This is an optimization exercise on Yosys and OpenROAD, whose aim is small area, a short achievable clock period and few clock cycles, not a production implementation.
The RTL was checked by simulation tests, not by an equivalence proof against the original design.
Power and IR drop assume default switching activity.

## flow/config.mk

```make
export PLATFORM = sky130hd
export DESIGN_NAME = bits33_core
export DESIGN_NICKNAME = bits33_core
export VERILOG_FILES = /design/flow/design.v
export SDC_FILE = /design/flow/constraint.sdc
export NUM_CORES = 4
export LEC_CHECK = 0
export CAP_MARGIN = 20
export CORE_MARGIN = 2
export CORE_UTILIZATION = 30
export PLACE_DENSITY = 0.5
export SETUP_SLACK_MARGIN = 0.2
export SLEW_MARGIN = 20
```

## flow/constraint.sdc

```tcl
create_clock -name core_clock -period 14.0 [get_ports {clk}]
set_input_delay 2.8000 -clock core_clock [delete_from_list [all_inputs] [get_ports {clk}]]
set_output_delay 2.8000 -clock core_clock [all_outputs]
set_load 0.01 [all_outputs]
```

## flow/design.v

```verilog
module bits33_core (
    input  wire         clk,
    input  wire         rst,           
    input  wire [31:0]  count,         
    output wire [31:0]  imem_addr,     
    input  wire [127:0] imem_rdata,    
    input  wire         ld_we,         
    input  wire [2:0]   ld_addr,
    input  wire [31:0]  ld_data,
    output wire [1:0]   status,        
    output wire [2:0]   fault_kind,
    output wire [31:0]  fault_pc,
    output wire [31:0]  fault_detail,
    output wire [31:0]  pc_out,
    input  wire [2:0]   dbg_sel,
    output wire [31:0]  dbg_reg,
    output wire [31:0]  dbg_mem
);
    localparam DK = 2;                   
    localparam MC = 8;                   
    localparam ST_RUN = 2'd0, ST_HALT = 2'd1, ST_FAULT = 2'd2;
    localparam P_START = 3'd0, P_EXEC = 3'd1, P_MUL = 3'd2, P_DNORM = 3'd3,
               P_DIV = 3'd4, P_FIX = 3'd5, P_DONE = 3'd6;
    localparam F_DIV0 = 3'd1, F_REG = 3'd2, F_MEM = 3'd3, F_SHIFT = 3'd4,
               F_PCOV = 3'd5, F_ILL = 3'd6;
    reg [31:0] regs [0:7];
    reg [7:0]  mem  [0:31];
    reg [31:0] pc;           
    reg [1:0]  st;
    reg [2:0]  fk;
    reg [31:0] fdet;
    reg [2:0]  ph;
    wire exec = (ph == P_EXEC);
    assign status       = st;
    assign fault_kind   = fk;
    assign fault_pc     = st[1] ? pc : 32'd0;
    assign fault_detail = fdet;
    assign pc_out       = pc;
    assign dbg_reg      = regs[dbg_sel];
    assign dbg_mem      = {mem[{dbg_sel, 2'd3}], mem[{dbg_sel, 2'd2}],
                           mem[{dbg_sel, 2'd1}], mem[{dbg_sel, 2'd0}]};
    wire [7:0] B [0:15];
    genvar gi;
    generate
        for (gi = 0; gi < 16; gi = gi + 1) begin : g_bytes
            assign B[gi] = imem_rdata[8*gi +: 8];
        end
    endgenerate
    wire [7:0] tag = B[0];
    wire fmt_n  = (tag == 8'd0);
    wire fmt_t  = (tag >= 8'd1)  && (tag <= 8'd9);
    wire fmt_b  = (tag >= 8'd10) && (tag <= 8'd16);
    wire fmt_u  = (tag == 8'd17);
    wire fmt_j  = (tag == 8'd18);
    wire fmt_jc = (tag == 8'd19) || (tag == 8'd20);
    wire fmt_l  = (tag == 8'd21) || (tag == 8'd23);
    wire fmt_s  = (tag == 8'd22);
    wire        v1_reg = (B[1] == 8'd0), v2_reg = (B[2] == 8'd0);
    wire        v5_reg = (B[5] == 8'd0), v6_reg = (B[6] == 8'd0);
    wire        v1_ok  = v1_reg ? ({B[3], B[4], B[5]} == 24'd0) : (B[1] == 8'd1);
    wire        v2_ok  = v2_reg ? ({B[4], B[5], B[6]} == 24'd0) : (B[2] == 8'd1);
    wire        v5_ok  = v5_reg ? ({B[7], B[8], B[9]} == 24'd0) : (B[5] == 8'd1);
    wire        v6_ok  = v6_reg ? ({B[8], B[9], B[10]} == 24'd0) : (B[6] == 8'd1);
    reg [15:0] zmask;
    always @(*) begin
        zmask = 16'h0000;
        if (fmt_n)  zmask = 16'hFFFE;
        if (fmt_t)  zmask = 16'hE000;
        if (fmt_b)  zmask = 16'hF000;
        if (fmt_u)  zmask = 16'hFF80;
        if (fmt_j)  zmask = 16'hFFE0;
        if (fmt_jc) zmask = 16'hFC00;
        if (fmt_l)  zmask = 16'hFF80;
        if (fmt_s)  zmask = 16'hF800;
    end
    reg pad_ok;
    integer k;
    always @(*) begin
        pad_ok = 1'b1;
        for (k = 1; k < 16; k = k + 1)
            if (zmask[k] && B[k] != 8'd0) pad_ok = 1'b0;
    end
    wire [7:0] optype = B[12];
    wire float_arith = fmt_t && (tag <= 8'd5) && (optype == 8'd0);
    reg values_ok;
    always @(*) begin
        values_ok = 1'b1;
        if (fmt_t || fmt_b || fmt_s) values_ok = v1_ok && v6_ok;
        if (fmt_u)  values_ok = v1_ok;
        if (fmt_jc) values_ok = v5_ok;
        if (fmt_l)  values_ok = v2_ok;
    end
    wire legal = (tag <= 8'd23) && pad_ok && values_ok &&
                 !(fmt_t && optype > 8'd2) && !float_arith;
    wire        a_isreg = fmt_l ? v2_reg : v1_reg;
    wire [7:0]  a_idx   = fmt_l ? B[3] : B[2];
    wire [31:0] a_imm   = fmt_l ? {B[6], B[5], B[4], B[3]} : {B[5], B[4], B[3], B[2]};
    wire        b_isreg = v6_reg;
    wire [7:0]  b_idx   = B[7];
    wire [31:0] b_imm   = {B[10], B[9], B[8], B[7]};
    wire        c_isreg = v5_reg;
    wire [7:0]  c_idx   = B[6];
    wire a_used = fmt_t || fmt_b || fmt_s || fmt_u || fmt_l;
    wire b_used = fmt_t || fmt_b || fmt_s;
    wire d_used = fmt_t || fmt_b || fmt_u || fmt_l;
    wire [7:0] d_idx = fmt_l ? B[1] : fmt_u ? B[6] : B[11];
    wire a_oor = a_used && a_isreg && (a_idx > 8'd7);
    wire b_oor = b_used && b_isreg && (b_idx > 8'd7);
    wire c_oor = fmt_jc && c_isreg && (c_idx > 8'd7);
    wire d_oor = d_used && (d_idx > 8'd7);
    wire [31:0] a = a_isreg ? regs[a_idx[2:0]] : a_imm;
    wire [31:0] b = b_isreg ? regs[b_idx[2:0]] : b_imm;
    wire [7:0] rz;
    generate
        for (gi = 0; gi < 8; gi = gi + 1) begin : g_rz
            assign rz[gi] = (regs[gi] == 32'd0);
        end
    endgenerate
    wire c_zero = c_isreg ? rz[c_idx[2:0]] : ({B[9], B[8], B[7], B[6]} == 32'd0);
    wire [31:0] jdest = {B[4], B[3], B[2], B[1]};
    wire [32:0] diff = {1'b0, a} - {1'b0, b};
    wire        u_lt = diff[32];
    wire        eq   = (a == b);
    wire        s_lt = u_lt ^ a[31] ^ b[31];
    wire a_nan = (&a[30:23]) && (|a[22:0]);
    wire b_nan = (&b[30:23]) && (|b[22:0]);
    wire both_zero = (a[30:0] == 31'd0) && (b[30:0] == 31'd0);
    wire f_unord = a_nan || b_nan;
    wire f_lt = !f_unord && !both_zero &&
                ((a[31] != b[31]) ? a[31] : (a[31] ? (!u_lt && !eq) : u_lt));
    wire f_eq = !f_unord && (both_zero || eq);
    reg c_lt, c_eq;
    always @(*) begin
        case (optype[1:0])
            2'd0:    begin c_lt = f_lt; c_eq = f_eq; end
            2'd1:    begin c_lt = s_lt; c_eq = eq;   end
            default: begin c_lt = u_lt; c_eq = eq;   end
        endcase
    end
    wire c_gt = !c_lt && !c_eq && !(optype[1:0] == 2'd0 && f_unord);
    wire        mem_oob = (a > 32'd28);
    wire [2:0]  mw0 = a[4:2];
    wire [2:0]  mw1 = a[4:2] + 3'd1;
    wire [31:0] w0 = {mem[{mw0, 2'd3}], mem[{mw0, 2'd2}], mem[{mw0, 2'd1}], mem[{mw0, 2'd0}]};
    wire [23:0] w1 = {mem[{mw1, 2'd2}], mem[{mw1, 2'd1}], mem[{mw1, 2'd0}]};
    reg  [31:0] mem_rd;
    always @(*) begin
        case (a[1:0])
            2'd0: mem_rd = w0;
            2'd1: mem_rd = {w1[7:0],  w0[31:8]};
            2'd2: mem_rd = {w1[15:0], w0[31:16]};
            default: mem_rd = {w1[23:0], w0[31:24]};
        endcase
    end
    reg [31:0] st_rot;
    always @(*) begin
        case (a[1:0])
            2'd0: st_rot = b;
            2'd1: st_rot = {b[23:0], b[31:24]};
            2'd2: st_rot = {b[15:0], b[31:16]};
            default: st_rot = {b[7:0], b[31:8]};
        endcase
    end
    wire shift_bad = (b > 32'd31);
    wire is_mul    = (tag == 8'd3);
    wire is_divmod = (tag == 8'd4) || (tag == 8'd5);
    reg [31:0] res;
    reg        wr_en, mem_we, taken, opfault;
    reg [2:0]  op_fk;
    reg [31:0] op_det;
    always @(*) begin
        res = 32'd0; wr_en = 1'b0; mem_we = 1'b0; taken = 1'b0;
        opfault = 1'b0; op_fk = 3'd0; op_det = 32'd0;
        case (tag)
            8'd1:  begin res = a + b; wr_en = 1'b1; end
            8'd2:  begin res = diff[31:0]; wr_en = 1'b1; end
            8'd4, 8'd5: begin
                if (b == 32'd0) begin opfault = 1'b1; op_fk = F_DIV0; op_det = b; end
            end
            8'd6:  begin res = {31'd0, c_gt || c_eq}; wr_en = 1'b1; end
            8'd7:  begin res = {31'd0, c_lt || c_eq}; wr_en = 1'b1; end
            8'd8:  begin res = {31'd0, c_gt};         wr_en = 1'b1; end
            8'd9:  begin res = {31'd0, c_lt};         wr_en = 1'b1; end
            8'd10: begin res = a & b; wr_en = 1'b1; end
            8'd11: begin res = a | b; wr_en = 1'b1; end
            8'd12: begin res = a ^ b; wr_en = 1'b1; end
            8'd13: begin
                if (shift_bad) begin opfault = 1'b1; op_fk = F_SHIFT; op_det = b; end
                res = a << b[4:0]; wr_en = 1'b1;
            end
            8'd14: begin
                if (shift_bad) begin opfault = 1'b1; op_fk = F_SHIFT; op_det = b; end
                res = a >> b[4:0]; wr_en = 1'b1;
            end
            8'd15: begin res = {31'd0, eq};  wr_en = 1'b1; end
            8'd16: begin res = {31'd0, !eq}; wr_en = 1'b1; end
            8'd17: begin res = ~a; wr_en = 1'b1; end
            8'd18: taken = 1'b1;
            8'd19: taken = c_zero;
            8'd20: taken = !c_zero;
            8'd21: begin
                if (mem_oob) begin opfault = 1'b1; op_fk = F_MEM; op_det = a; end
                res = mem_rd; wr_en = 1'b1;
            end
            8'd22: begin
                if (mem_oob) begin opfault = 1'b1; op_fk = F_MEM; op_det = a; end
                mem_we = 1'b1;
            end
            8'd23: begin res = a; wr_en = 1'b1; end
            default: ;
        endcase
    end
    reg        fault;
    reg [2:0]  fault_k;
    reg [31:0] fault_d;
    always @(*) begin
        fault = 1'b1; fault_k = 3'd0; fault_d = 32'd0;
        if (!legal) begin
            fault_k = F_ILL; fault_d = imem_rdata[31:0];
        end else if (a_oor) begin
            fault_k = F_REG; fault_d = {24'd0, a_idx};
        end else if (b_oor) begin
            fault_k = F_REG; fault_d = {24'd0, b_idx};
        end else if (c_oor) begin
            fault_k = F_REG; fault_d = {24'd0, c_idx};
        end else if (opfault) begin
            fault_k = op_fk; fault_d = op_det;
        end else if (d_oor) begin
            fault_k = F_REG; fault_d = {24'd0, d_idx};
        end else if (taken && jdest == 32'hFFFFFFFF) begin
            fault_k = F_PCOV; fault_d = jdest;
        end else begin
            fault = 1'b0;
        end
    end
    wire        jump    = exec && taken;
    wire [31:0] p_next  = jump ? jdest + 32'd1 : pc + 32'd1;
    wire        p_end   = (p_next >= count);
    assign imem_addr = p_next;
    reg [32:0] ux;
    reg [31:0] uy, uz;
    reg [4:0]  ucnt;
    reg        u_mod, u_qneg, u_rneg, u_bneg;
    reg [2:0]  u_dst;
    wire [31:0] m_sum  = uz + ux[31:0] * uy[MC-1:0];
    wire        m_last = (uy[31:MC] == 0);
    wire [31:0] am = u_rneg ? -uy : uy;
    wire [31:0] bm = u_bneg ? -ux[31:0] : ux[31:0];
    reg  [5:0]  lza, lzb;
    integer z;
    always @(*) begin
        lza = 6'd32;
        for (z = 0; z < 32; z = z + 1) if (am[z]) lza = 6'd31 - z;
        lzb = 6'd32;
        for (z = 0; z < 32; z = z + 1) if (bm[z]) lzb = 6'd31 - z;
    end
    wire [6:0]  nq    = {1'b0, lzb} - {1'b0, lza} + 7'd1;
    wire        nq_z  = (am == 32'd0) || (lza > lzb);
    wire [6:0]  nsteps = (nq + DK - 1) / DK;
    wire [6:0]  nbits  = nsteps * DK;
    wire [32+DK-1:0] d_al = {{(DK-1){1'b0}}, 1'b0, bm} << (nbits - 7'd1);
    reg [31:0] dr [0:DK];
    reg [DK-1:0] qb;
    reg [33:0] dt;
    integer s;
    always @(*) begin
        dr[0] = uy;
        for (s = 0; s < DK; s = s + 1) begin
            dt = {2'b0, dr[s]} - ({1'b0, ux} >> s);
            qb[DK-1-s] = !dt[33];
            dr[s+1] = dt[33] ? dr[s] : dt[31:0];
        end
    end
    wire [31:0] q_next = {uz[31-DK:0], qb};
    wire [31:0] r_next = dr[DK];
    wire        d_fix  = u_mod ? u_rneg : u_qneg;
    wire        d_last = (ucnt == 5'd1);
    reg        rf_we;
    reg [2:0]  rf_wa;
    reg [31:0] rf_wd;
    always @(*) begin
        rf_we = 1'b0; rf_wa = u_dst; rf_wd = res;
        case (ph)
            P_EXEC: begin
                rf_we = wr_en && !fault; rf_wa = d_idx[2:0]; rf_wd = res;
            end
            P_MUL:   begin rf_we = m_last; rf_wd = m_sum; end
            P_DNORM: begin rf_we = nq_z; rf_wd = u_mod ? uy : 32'd0; end
            P_DIV:   begin rf_we = d_last && !d_fix; rf_wd = u_mod ? r_next : q_next; end
            P_FIX:   begin rf_we = 1'b1; rf_wd = -(u_mod ? uy : uz); end
            default: ;
        endcase
    end
    reg commit;
    always @(*) begin
        case (ph)
            P_START: commit = 1'b1;
            P_EXEC:  commit = !fault && !is_mul && !is_divmod;
            P_MUL:   commit = m_last;
            P_DNORM: commit = nq_z;
            P_DIV:   commit = d_last && !d_fix;
            P_FIX:   commit = 1'b1;
            default: commit = 1'b0;
        endcase
    end
    integer i;
    always @(posedge clk) begin
        if (rst) begin
            for (i = 0; i < 8; i = i + 1) regs[i] <= 32'd0;
            pc    <= 32'hFFFFFFFF;
            st    <= ST_RUN;
            fk    <= 3'd0;
            fdet  <= 32'd0;
            ph    <= P_START;
            if (ld_we) begin
                mem[{ld_addr, 2'd0}] <= ld_data[7:0];
                mem[{ld_addr, 2'd1}] <= ld_data[15:8];
                mem[{ld_addr, 2'd2}] <= ld_data[23:16];
                mem[{ld_addr, 2'd3}] <= ld_data[31:24];
            end
        end else begin
            if (rf_we) regs[rf_wa] <= rf_wd;
            if (exec && mem_we && !fault) begin
                for (i = 0; i < 32; i = i + 1)
                    if (i[4:0] - a[4:0] < 5'd4) mem[i] <= st_rot[8*(i%4) +: 8];
            end
            if (commit) begin
                pc <= p_next;
                if (p_end && ph != P_START) begin
                    st <= ST_HALT;
                    ph <= P_DONE;
                end else begin
                    ph <= P_EXEC;
                end
            end
            case (ph)
                P_EXEC: begin
                    u_dst  <= d_idx[2:0];
                    u_mod  <= (tag == 8'd5);
                    if (fault) begin
                        st   <= ST_FAULT;
                        fk   <= fault_k;
                        fdet <= fault_d;
                        ph   <= P_DONE;
                    end else if (is_mul) begin
                        ux  <= {1'b0, u_lt ? b : a};
                        uy  <= u_lt ? a : b;
                        uz  <= 32'd0;
                        ph  <= P_MUL;
                    end else if (is_divmod) begin
                        ux     <= {1'b0, b};
                        uy     <= a;
                        u_qneg <= (optype == 8'd1) && (a[31] ^ b[31]);
                        u_rneg <= (optype == 8'd1) && a[31];
                        u_bneg <= (optype == 8'd1) && b[31];
                        ph     <= P_DNORM;
                    end
                end
                P_MUL: begin
                    ux <= {1'b0, ux[31-MC:0], {MC{1'b0}}};
                    uy <= uy >> MC;
                    uz <= m_sum;
                end
                P_DNORM: begin
                    uy   <= am;
                    ux   <= d_al[32:0];
                    uz   <= 32'd0;
                    ucnt <= nsteps[4:0];
                    if (!nq_z) ph <= P_DIV;
                end
                P_DIV: begin
                    uy   <= r_next;
                    uz   <= q_next;
                    ux   <= ux >> DK;
                    ucnt <= ucnt - 5'd1;
                    if (d_last && d_fix) ph <= P_FIX;
                end
                default: ;
            endcase
        end
    end
endmodule
```

## flow/run.sh

```bash
#!/bin/bash
# synth_recipe.tcl (not shown) runs the flow's synth.tcl, then flattens the netlist and writes it again
# the make line also repeats each setting of config.mk as NAME=value (left out here)
make -C /OpenROAD-flow-scripts/flow DESIGN_CONFIG=/design/flow/config.mk WORK_HOME=/design/flow/orfs CLKGATE_MAP_FILE= SYNTH_SCRIPT=/design/flow/synth_recipe.tcl finish
```

==> reports/results.tsv <==
metric	value	unit
# fillers	26048	
Fin. Hold Viols	0	
Vias per Instance	6.429	
Nets	9821	
layout cells sized above 1	11.51	%
Routed Antenna Nets	0	
# rows	184	
crit-path max cell delay	0.94	ns
overall power	21.56	mW
via count	81017	
Slew headroom	13.97	%
Initial Utilization	30.19	%
worst-margin pin slew	1.290	ns
number of enable flip-flop cells after synthesis	621	
CTS max path bufs	3	
drt wl/cell	38.28	um
worst path bufs/invs	4	
Top delay family on crit path	compound AO/OA/AOI/OAI gates	
DR pass1 iterations	7	
Peak VDD IR	332.2	uV
Worst Setup End Kind	flip-flop	
initial antenna violation count	54	
final setup fails	0	
Setup Skew	0.09118	ns
outcome	timing/DRC/antenna clean	
DP HPWL	371600	um
Worst-path clk slew	0.05	ns
Ports	398	
r2r startpoint	ux[5]$_DFFE_PP_	
Core Region	0.2514	mm^2
maxcap violations	0	
largest net degree at the start of global routing	99	
Max Clock Freq	0.08160	GHz
vias in the first global route	76264	
H-Tree Depth	3	
Die Height	507.0	um
setup TNS	0	ns
Critical Path RT	14.46	ns
RR Endpoint	regs[5][8]$_SDFFCE_PN0P_	
worst hold path depth	2	
Layout area overhead	15.46	%
hold path startpoint	fk[0]$_SDFFE_PP0P_	
Crit path top cell by count	buf_4	
period utilization	87.54	%
Total Wirelength	482300	um
first-pass GRT wire length	650700	um
RSZ-0062 raised after global routing	no	
cts hold-fix bufs	0	
most common cell after layout, fill and taps aside	nand2_1	
total track usage	36.23	%
Slew Limit Fails	0	
Synth Cell Area	0.07590	mm^2
worst reg-to-reg path cell count	23	
fraction of registers with async set/reset	0	%
static leakage	33.14	nW
#FFs+latches synth	693	
Cells after Synth	9007	
worst min path class	reg -> reg	
R2R Setup Slk	2.98	ns
most frequent cells in the layout	nand2_1 (1223), nor2_1 (720), o21ai_0 (627)	
Critical Path Slowest Stage Cell	and4b_1	
DRC viols	0	
Clk Tree Root Cell	clkbuf_16	
CTS resizes	0	
worst skew pair latency	0.82	ns
Inserted Clock Buffers	89	
power density over the cells	245.9	mW/mm^2
Die Width	507.0	um
die area	0.2571	mm^2
port buffer count	397	
clk sinks	693	
gpl congestion	1.126	
critical path class	in -> reg	
Arrival @ worst endpoint	12.72	ns
Yosys warning total	2	
post-synthesis cell type count	106	
Tmin final	12.26	ns
Starting DRT DRC Count	11127	
CP cell instances	clkdlybuf4s50_1 -> and4b_1 -> nand3_1 -> nand2_2 -> buf_4 -> nor3_4 -> buf_4 -> a211oi_1 -> and2_0 -> buf_4 -> ha_1 -> or4_1 -> or3_1 -> o221ai_1 -> o41ai_1 -> o311a_1 -> o21ai_0 -> a311oi_1 -> o221a_2 -> a211oi_1 -> o21ai_0 -> a21oi_1 -> a31o_2 -> nor2_1	
gr ovfl total	0	
ys flop type	edfxtp_1	
CTS tree	built	
syn nets	9678	
Seq/Total Area, Yosys	26.47	%
Worst Hold Path EP	fk[0]$_SDFFE_PP0P_	
Syn Area/Cell	8.427	um^2
post-CTS setup buffer count	0	
CP max FO	33	
element type at the critical path start	input pin	
## cells in the mapped netlist, drive strengths merged, types with 34 or more instances
library cell  number  area share (%)
nand2b            60            0.49
o22ai             87            0.72
o31ai             44            0.44
ha               279             4.6
and2             160             1.3
buf              206             1.2
mux2i            412             5.4
nand4             72            0.59
mux2             143             2.1
dfxtp             72             1.9
a211oi           145             1.4
a31oi            129             1.1
or3               64            0.53
o211ai            89            0.88
nor2             739             3.7
a32oi             47            0.54
nand2           1239             6.1
mux4             229             6.8
xnor2            177             2.0
edfxtp           621              25
o221ai            34            0.39
a21oi            503             3.3
nor3             174             1.2
o21ai            708             4.7
a22oi             90            0.90
nor4             111            0.92
and3              46            0.38
inv              449             2.2
a221oi            89             1.0
clkbuf           496             2.5
fa               191             5.0
nor2b            134             1.1
xor2              89             1.0
nand3            237             1.6
or4               44            0.45
a21o              80            0.79
## report_power, final
| part | leakage [nW] | total, mW | switching (mW) | internal (mW) |
|---|---|---|---|---|
| clock network | 1.43 | 2.45 | 1.07 | 1.38 |
| logic | 25.2 | 16.1 | 10.1 | 5.97 |
| registers | 6.56 | 3.03 | 0.437 | 2.60 |
## cell families (layout without fill, tap and decap cells)
family / after synthesis / count (layout) / share of synthesized area [%]
buf+inv: 1156 / 1372 / 5.951
xor+xnor: 266 / 266 / 3.069
flops: 693 / 693 / 26.47
fa+ha+maj: 470 / 470 / 9.637
other cells: 0 / 30 / 0
mux: 784 / 784 / 14.36
compound gates: 2464 / 2464 / 21.17
simple gates: 3174 / 3174 / 19.34
## layout make-up
cell class / count / area [um^2] / area share, %
clock inverters: 53 / 668.1 / 0.7624
well taps: 3348 / 4189 / 4.780
clock buffers: 111 / 2330 / 2.658
multi-input cells: 7158 / 51850 / 59.17
flip-flops and latches: 693 / 20090 / 22.92
diodes: 30 / 75.07 / 0.08566
repair buffers: 754 / 6723 / 7.671
inverters: 454 / 1713 / 1.954
## metrics by stage
stage          area (um^2)  instances  utilization (%)  worst slack, ns  hold slack [ns]
3_5_place_dp         84480      12403            33.60            1.426           0.4542
3_3_place_gp         84440      12401            33.59            1.022           0.4460
2_1_floorplan        75900       9007                -            3.054           0.4761
6_report             87640      12601            34.86            1.745           0.4572
4_1_cts              87470      12567            34.79            2.136           0.4623
5_1_grt              87580      12575            34.84            1.657           0.4728
## metal layers
metal	GRT usage [%]	up-vias	wire [um]
li1	-	33633	-
met1	44.99	40613	184000
met2	54.57	5492	207400
met3	9.373	1253	49420
met4	25.72	26	41420
met5	0	-	168
## worst max-delay path by stage
stage                   start                        end  depth (start not counted)
6_report        imem_rdata[3]  regs[7][27]$_SDFFCE_PN0P_                         24
5_1_grt         imem_rdata[3]  regs[0][27]$_SDFFCE_PN0P_                         24
4_1_cts        imem_rdata[77]              imem_addr[20]                         19
3_5_place_dp    imem_rdata[3]  regs[4][27]$_SDFFCE_PN0P_                         24
3_3_place_gp    imem_rdata[8]  regs[6][27]$_SDFFCE_PN0P_                         23
2_1_floorplan   imem_rdata[5]            ux[0]$_DFFE_PP_                         23
## flip-flops by register name, summed over array words and instances, names as in the netlist
signal / count
u_dst: 3
uz: 32
u_mod: 1
ux: 33
u_bneg: 1
u_qneg: 1
ph: 3
ucnt: 5
st: 2
fdet: 32
fk: 3
regs: 256
pc: 32
uy: 32
mem: 256
u_rneg: 1
## worst register-to-register path, delay by kind of cell, from the launching register on
kind | cells | cell delay [ns]
compound gates | 11 | 5.01
flops | 1 | 0.92
fa+ha+maj | 2 | 0.98
simple gates | 5 | 2.20
buf+inv | 4 | 1.18
mux | 1 | 0.47
Testbench counts, summed over its fixed seeds: cycles 32,625.

## separate check: timing with driven ports
No port has a modelled driver above. Below, the same layout with a new extraction and two added sets of constraints.
Step 1 assumes that a clkbuf_16 drives the clock port and a buf_2 every other input.
Step 2 times the ports against the registers' clock, not the clock port: input delays grow and output delays shrink by t, the midpoint of the rising clock arrivals with the driver on.
a / b / c = no drivers / after step 1 / after step 2; a / b = the first two.
t (ns): 0.887
setup slack, ns: 1.745 / 1.831 / 0.944
worst setup path after step 2: input to register
After both steps this run still meets setup and hold. The setup slack of this run moves by +0.086 ns with the drivers and by -0.801 ns with both steps.
